Source: an optimization exercise on an open RTL-to-GDS flow (aim: small area, a short achievable clock period and few clock cycles per item). Production flows keep margins and buffers that such runs may drop. In this exercise RTL edits were held to simulation tests only and were not proved equivalent to the original.

$ cat design/flow/design.v
module pite_xform (
    input  wire        clk,
    input  wire        rst_n,         
    input  wire [2:0]  cfg_op,        
    input  wire        cfg_perch,     
    input  wire        cfg_chen,      
    input  wire [1:0]  cfg_chsel,
    input  wire [31:0] cfg_opnd0,
    input  wire [31:0] cfg_opnd1,
    input  wire [31:0] cfg_opnd2,
    input  wire [7:0]  cfg_outmin,    
    input  wire [7:0]  cfg_outmax,
    input  wire [7:0]  cfg_rmin,      
    input  wire [7:0]  cfg_rmax,
    input  wire        in_valid,
    output wire        in_ready,
    input  wire [7:0]  in_data,
    input  wire [2:0]  in_tag,        
    output wire        out_valid,
    input  wire        out_ready,
    output wire [7:0]  out_data
);
    localparam OP_SADD   = 3'd1;
    localparam OP_SSUB   = 3'd2;
    localparam OP_SMUL   = 3'd3;
    localparam OP_SDIV   = 3'd4;
    localparam OP_CSTR   = 3'd6;
    localparam OP_BPLANE = 3'd7;
    localparam S_IDLE = 2'd0;
    localparam S_CALC = 2'd1;
    localparam S_DIV  = 2'd2;
    localparam S_OUT  = 2'd3;
    localparam DW = 34;               
    localparam VW = 33;               
    reg  [1:0]  state;
    reg  [7:0]  v;                    
    reg  [2:0]  tag;                  
    reg  [7:0]  result;
    reg  [DW-1:0] div_q;              
    reg  [VW:0]   div_r;              
    reg  [VW-1:0] div_d;              
    reg  [5:0]    div_cnt;
    wire [1:0]  k       = tag[1:0];
    wire        sel     = !cfg_chen || (k == cfg_chsel);
    wire [31:0] opnd    = !cfg_perch ? cfg_opnd0 :
                          (k == 2'd1) ? cfg_opnd1 :
                          (k == 2'd2) ? cfg_opnd2 : cfg_opnd0;
    wire [32:0] add_sum = {25'd0, v} + {1'b0, opnd};
    wire [7:0]  add_res = (add_sum > 33'd255) ? 8'd255 : add_sum[7:0];
    wire [7:0]  sub_res = ({24'd0, v} > opnd) ? (v - opnd[7:0]) : 8'd0;
    wire [39:0] mul_p   = v * opnd;
    wire [40:0] mul_r   = {mul_p, 1'b0} + 41'd65536;
    wire [23:0] mul_q   = mul_r[40:17];
    wire [7:0]  mul_res = (mul_q > 24'd255) ? 8'd255 : mul_q[7:0];
    wire [7:0]  bp_res  = v[tag] ? 8'd255 : 8'd0;
    wire signed [9:0]  cs_dout = $signed({2'b00, cfg_outmax}) - $signed({2'b00, cfg_outmin});
    wire signed [9:0]  cs_dr   = $signed({2'b00, v}) - $signed({2'b00, cfg_rmin});
    wire signed [9:0]  cs_den0 = $signed({2'b00, cfg_rmax}) - $signed({2'b00, cfg_rmin});
    wire signed [19:0] cs_num0 = cs_dout * cs_dr;
    wire               cs_neg  = cs_den0[9];
    wire signed [9:0]  cs_den  = cs_neg ? -cs_den0 : cs_den0;
    wire signed [19:0] cs_num  = cs_neg ? -cs_num0 : cs_num0;
    wire signed [20:0] cs_t    = cs_num + $signed({13'd0, cfg_outmin}) * cs_den;
    wire               cs_tneg = cs_t[20];
    wire [21:0]        cs_dvd  = {cs_t, 1'b0} + {12'd0, cs_den};
    wire               cs_degen = (cfg_rmin == cfg_rmax);
    wire [DW-1:0] sd_dvd = {v, 17'd0} + {2'b00, opnd};
    wire [VW-1:0] sd_dvs = {opnd, 1'b0};
    wire [VW:0]   div_sh  = {div_r[VW-1:0], div_q[DW-1]};
    wire [VW+1:0] div_sub = {1'b0, div_sh} - {2'b00, div_d};
    wire          div_ge  = !div_sub[VW+1];
    wire [DW-1:0] div_quo = {div_q[DW-2:0], div_ge};
    always @(posedge clk) begin
        if (!rst_n) begin
            state  <= S_IDLE;
            result <= 8'd0;
        end else begin
            case (state)
            S_IDLE: begin
                if (in_valid) begin
                    v     <= in_data;
                    tag   <= in_tag;
                    state <= S_CALC;
                end
            end
            S_CALC: begin
                state <= S_OUT;
                case (cfg_op)
                OP_SADD:   result <= sel ? add_res : v;
                OP_SSUB:   result <= sel ? sub_res : v;
                OP_SMUL:   result <= sel ? mul_res : v;
                OP_SDIV: begin
                    if (sel) begin
                        div_q   <= sd_dvd;
                        div_d   <= sd_dvs;
                        div_r   <= {(VW+1){1'b0}};
                        div_cnt <= DW[5:0];
                        state   <= S_DIV;
                    end else begin
                        result  <= v;
                    end
                end
                OP_CSTR: begin
                    if (cs_degen) begin
                        result <= cfg_outmin;
                    end else if (cs_tneg) begin
                        result <= 8'd0;
                    end else begin
                        div_q   <= {{(DW-22){1'b0}}, cs_dvd};
                        div_d   <= {{(VW-10){1'b0}}, cs_den[8:0], 1'b0};
                        div_r   <= {(VW+1){1'b0}};
                        div_cnt <= DW[5:0];
                        state   <= S_DIV;
                    end
                end
                OP_BPLANE: result <= bp_res;
                default:   result <= v;
                endcase
            end
            S_DIV: begin
                div_q   <= div_quo;
                div_r   <= div_ge ? div_sub[VW:0] : div_sh;
                div_cnt <= div_cnt - 6'd1;
                if (div_cnt == 6'd1) begin
                    result <= (div_quo > {{(DW-8){1'b0}}, 8'd255}) ? 8'd255 : div_quo[7:0];
                    state  <= S_OUT;
                end
            end
            S_OUT: begin
                if (out_ready)
                    state <= S_IDLE;
            end
            endcase
        end
    end
    assign in_ready  = (state == S_IDLE);
    assign out_valid = (state == S_OUT);
    assign out_data  = result;
endmodule
$ cat design/flow/run.sh
#!/bin/bash
# synth_recipe.tcl (not shown) runs the flow's synth.tcl, then flattens the netlist and writes it again
# the make line also repeats each setting of config.mk as NAME=value (left out here)
make -C /OpenROAD-flow-scripts/flow DESIGN_CONFIG=/design/flow/config.mk WORK_HOME=/design/flow/orfs CLKGATE_MAP_FILE= SYNTH_SCRIPT=/design/flow/synth_recipe.tcl finish
$ cat design/flow/config.mk
export PLATFORM = sky130hd
export DESIGN_NAME = pite_xform
export DESIGN_NICKNAME = pite_xform
export VERILOG_FILES = /design/flow/design.v
export SDC_FILE = /design/flow/constraint.sdc
export NUM_CORES = 4
export LEC_CHECK = 0
export CAP_MARGIN = 20
export CORE_MARGIN = 2
export CORE_UTILIZATION = 40
export SLEW_MARGIN = 20
$ cat design/flow/constraint.sdc
create_clock -name core_clock -period 12.5 [get_ports {clk}]
set_input_delay 2.5000 -clock core_clock [delete_from_list [all_inputs] [get_ports {clk}]]
set_output_delay 2.5000 -clock core_clock [all_outputs]
set_load 0.01 [all_outputs]
==> run summary <==
-- logic make-up after synthesis --
kind of cell / share of synthesized area [%]
AOI/OAI and AO/OA: 16.18
xor gates and xnor gates: 5.407
adders and majority gates: 35.01
buffers and inverters: 8.971
DFF: 13.07
muxes: 2.113
other: 0.02664
and+or+nand+nor: 19.22
-- how the worst max path moves through the flow --
stage	slack (ns)	start	to	cells after the start
5_1_grt	0.02	cfg_outmin[1]	div_d[27]	42
3_5_place_dp	0.07	cfg_rmin[1]	div_r[23]	40
4_1_cts	0.53	cfg_rmin[1]	div_r[22]	40
6_report	0.60	cfg_rmin[1]	div_d[27]	40
3_3_place_gp	0.1	cfg_rmin[1]	div_r[22]	40
2_1_floorplan	0.009	cfg_rmin[1]	div_cnt[0]	38
-- worst max-delay path: cells and delay by family --
kind	cells	cell delay, ns
AOI/OAI and AO/OA	14	2.85
xor gates and xnor gates	2	0.29
adders and majority gates	9	3.76
buffers and inverters	6	0.95
muxes	1	0.16
and+or+nand+nor	8	1.48
-- cell type report --
cell class,count,area [µm²],share of cell area (%)
clock buffers,17,425.4,1.322
clock inverters,15,224.0,0.6963
inverters,516,1937,6.021
multi-input cells,2616,22190,68.97
flip-flops and latches,126,3684,11.45
well taps,940,1176,3.656
repair buffers,272,2535,7.881
-- cells in the mapped netlist, drive strengths merged (9+ instances only) --
library cell	instances	area (µm²)
nor3	49	245.2
nor2	280	1051
nand2b	65	406.6
clkbuf	136	511.7
o211ai	19	152.6
nor4	30	200.2
mux2i	46	460.4
a211oi	30	245.2
or2	14	87.58
a31oi	20	125.1
a2111oi	10	106.4
and2	157	982.2
nand3b	9	67.56
a311o	21	210.2
nor2b	39	244.0
fa	343	6867
xor2	60	525.5
a22o	11	96.34
o21ai	147	735.7
xnor2	114	998.5
nand2	327	1227
nand3	42	210.2
inv	515	1933
edfxtp	116	3483
buf	17	80.08
o21bai	30	229.0
nand4	28	181.4
a21oi	169	849.6
dfxtp	10	200.2
or3	14	87.58
o311ai	32	280.3
o21a	26	195.2
a211o	11	96.34
a21boi	13	101.4
o31ai	14	110.1
ha	240	3003
and3	17	106.4
a21o	67	503.0
-- metrics by stage --
step	area, µm²	instances	worst slack (ns)
CTS	32030	4497	0.5300
floorplan	28340	3411	0.008604
finish	32170	4502	0.6008
global route	32170	4502	0.02425
detailed placement	31380	4465	0.06779
global placement	31370	4465	0.09754
-- cells in the final DEF (no fill, tap or decap), types with 46 or more instances in the layout --
master | netlist | layout
ha_1 | 240 | 237
fa_1 | 343 | 343
nand2b_1 | 65 | 65
nor2_1 | 280 | 280
xor2_1 | 60 | 59
a21oi_1 | 168 | 160
inv_1 | 515 | 515
edfxtp_1 | 116 | 116
a21o_1 | 67 | 67
xnor2_1 | 114 | 113
nand2_1 | 327 | 327
o21ai_0 | 141 | 139
and2_1 | 157 | 157
clkdlybuf4s50_1 | 0 | 158
nor3_1 | 49 | 49
mux2i_1 | 46 | 46
buf_4 | 1 | 105
-- registers in the layout, summed over array words and instances, names as in the netlist --
| signal | flops |
|---|---|
| div_cnt | 6 |
| div_d | 32 |
| div_q | 34 |
| div_r | 33 |
| result | 8 |
| state | 2 |
| tag | 3 |
| v | 8 |
-- layer usage --
layer | global-route usage, % | vias to the layer above | part of all wire [%]
li1 | - | 11639 | -
met1 | 33.47 | 11881 | 45
met2 | 36.92 | 826 | 45
met3 | 4.257 | 86 | 7.5
met4 | 5.102 | 2 | 2.1
met5 | 0 | - | 0.015
-- timing repair --
| item | 4_1_cts | 5_1_grt |
|---|---|---|
| gates resized for setup | 0 | 6 |
| hold endpoints to repair | 0 | 0 |
| hold buffers | 0 | 0 |
| endpoints found under the setup margin | 0 | 105 |
| buffers inserted | 0 | 1 |
==> impl_metrics.tcl <==
set metrics [dict create \
    grt_pass1_wl_um 134900 \
    synth-seq-cells 126 \
    ctsRootBufferMaster "clkbuf_16" \
    cts_tree "yes" \
    crit_path_max_incr_delay_ns 0.55 \
    vias 24434 \
    synth_edf_count 116 \
    start_util_pct 40.32 \
    post-route-period-util_pct 95.19 \
    fin_tns_setup_ns 0 \
    crit_path_end_kind "flip-flop" \
    gp_congestion 0.9123 \
    crit_arrival_ns 12.03 \
    drcViolationCount 0 \
    r2r_cells 40 \
    drt-initial-drc-count 1801 \
    clk_latency_ns 0.44 \
    synthCells 3395 \
    vias_per_cell 5.427 \
    synth_cell_types 93 \
    area_growth_pct 14.12 \
    place_hpwl_um 66940 \
    overflow 0 \
    hold_ws_ns 0.5253 \
    clock_sinks 126 \
    yosysWarnings 1 \
    postSynth.asyncResetShare_pct 0 \
    maxSlewViolCount 0 \
    synth_area_um2 28190 \
    seq_area_frac_synth_pct 13.07 \
    worstHoldEndpoint "div_r[0]" \
    die_area_um2 72610 \
    reg2reg_from "v[0]" \
    nNetsFinal 4282 \
    drt-wirelength-per-cell_um 18.75 \
    fin_crit_ns 11.90 \
    dr.pass1.iters 6 \
    drive_gt1_share_pct 6.120 \
    grt_pass1_vias 24142 \
    ioPinCount 160 \
    hold_start "div_q[33]" \
    core_um2 69910 \
    tightest_slew_ns 1.131 \
    r2r_setup_slack_ns 2.46 \
    clockBufferDepth 2 \
    clk_pin_slew_ns 0.06 \
    diodes 0 \
    cpMaxStageDelayCell "fa_1" \
    die_h_um 269.5 \
    max-slew-margin-rel_pct 24.58 \
    fp-row-count 97 \
    timing.rr.end "div_d[27]" \
    cp.required_ns 12.63 \
    maxCapViolCount 0 \
    ctsHtreeMaxLevel 4 \
    gr-usage-all-layers_pct 23.42 \
    io_buffers 159 \
    tritoncts.num_buffers 17 \
    cp-start-kind "input port" \
    utilization_pct 46.01 \
    worstHoldPathCells 1 \
    setup_violations 0 \
    critPathMaxFanout 32 \
    synthFlopType "edfxtp_1" \
    status "no timing/DRC/antenna violations" \
    critPathKind "input port to flip-flop" \
    wirelength_um 84400 \
    antenna_found_initial 1 \
    fmax_mhz 84.04 \
    fillCellCount 6988 \
    final.setup_skew_ns 0.01354 \
    syn_avg_cell_area_um2 8.303 \
    cpMostUsedCell "fa_1" \
    hold_violations 0 \
    ant_nets 0 \
    die-width_um 269.5 \
    grt_max_degree 65 \
    rsz0062_at_grt "no" \
    worstHoldPathType "flip-flop to flip-flop" \
]
Testbench counts, summed over its fixed seeds: cycles 122,286, items 14,056.

afterwards: timing with drivers on the ports:
The flow's constraints put no driver on any port. The routed layout listed below was extracted and timed again, unchanged, in two steps.
Step 1 (the two cells are an assumption about what drives the block):
set clk [get_ports {clk}]
set_driving_cell -lib_cell sky130_fd_sc_hd__clkbuf_16 $clk
set_driving_cell -lib_cell sky130_fd_sc_hd__buf_2 [delete_from_list [all_inputs] $clk]
Step 2 adds t to the input delays and takes it off the output delays; t is the mean of the earliest and latest rising clock arrival at the registers after step 1. Input paths then give back, and output paths get back, about the clock's delay inside the block.
Slacks: ideal ports / drivers / drivers and shift; pairs: ideal ports / drivers.
t (ns): 0.497
setup slack, ns: 0.601 / 0.637 / 0.140
clock arrival spread, ns: 0.014 / 0.014
worst register clock-pin slew, ns: 0.07 / 0.07
worst data-port slew with drivers (ns): 0.08
After both steps setup and hold are still met in this run. For this run, drivers alone change the setup slack by +0.036 ns; drivers and shift together by -0.461 ns.
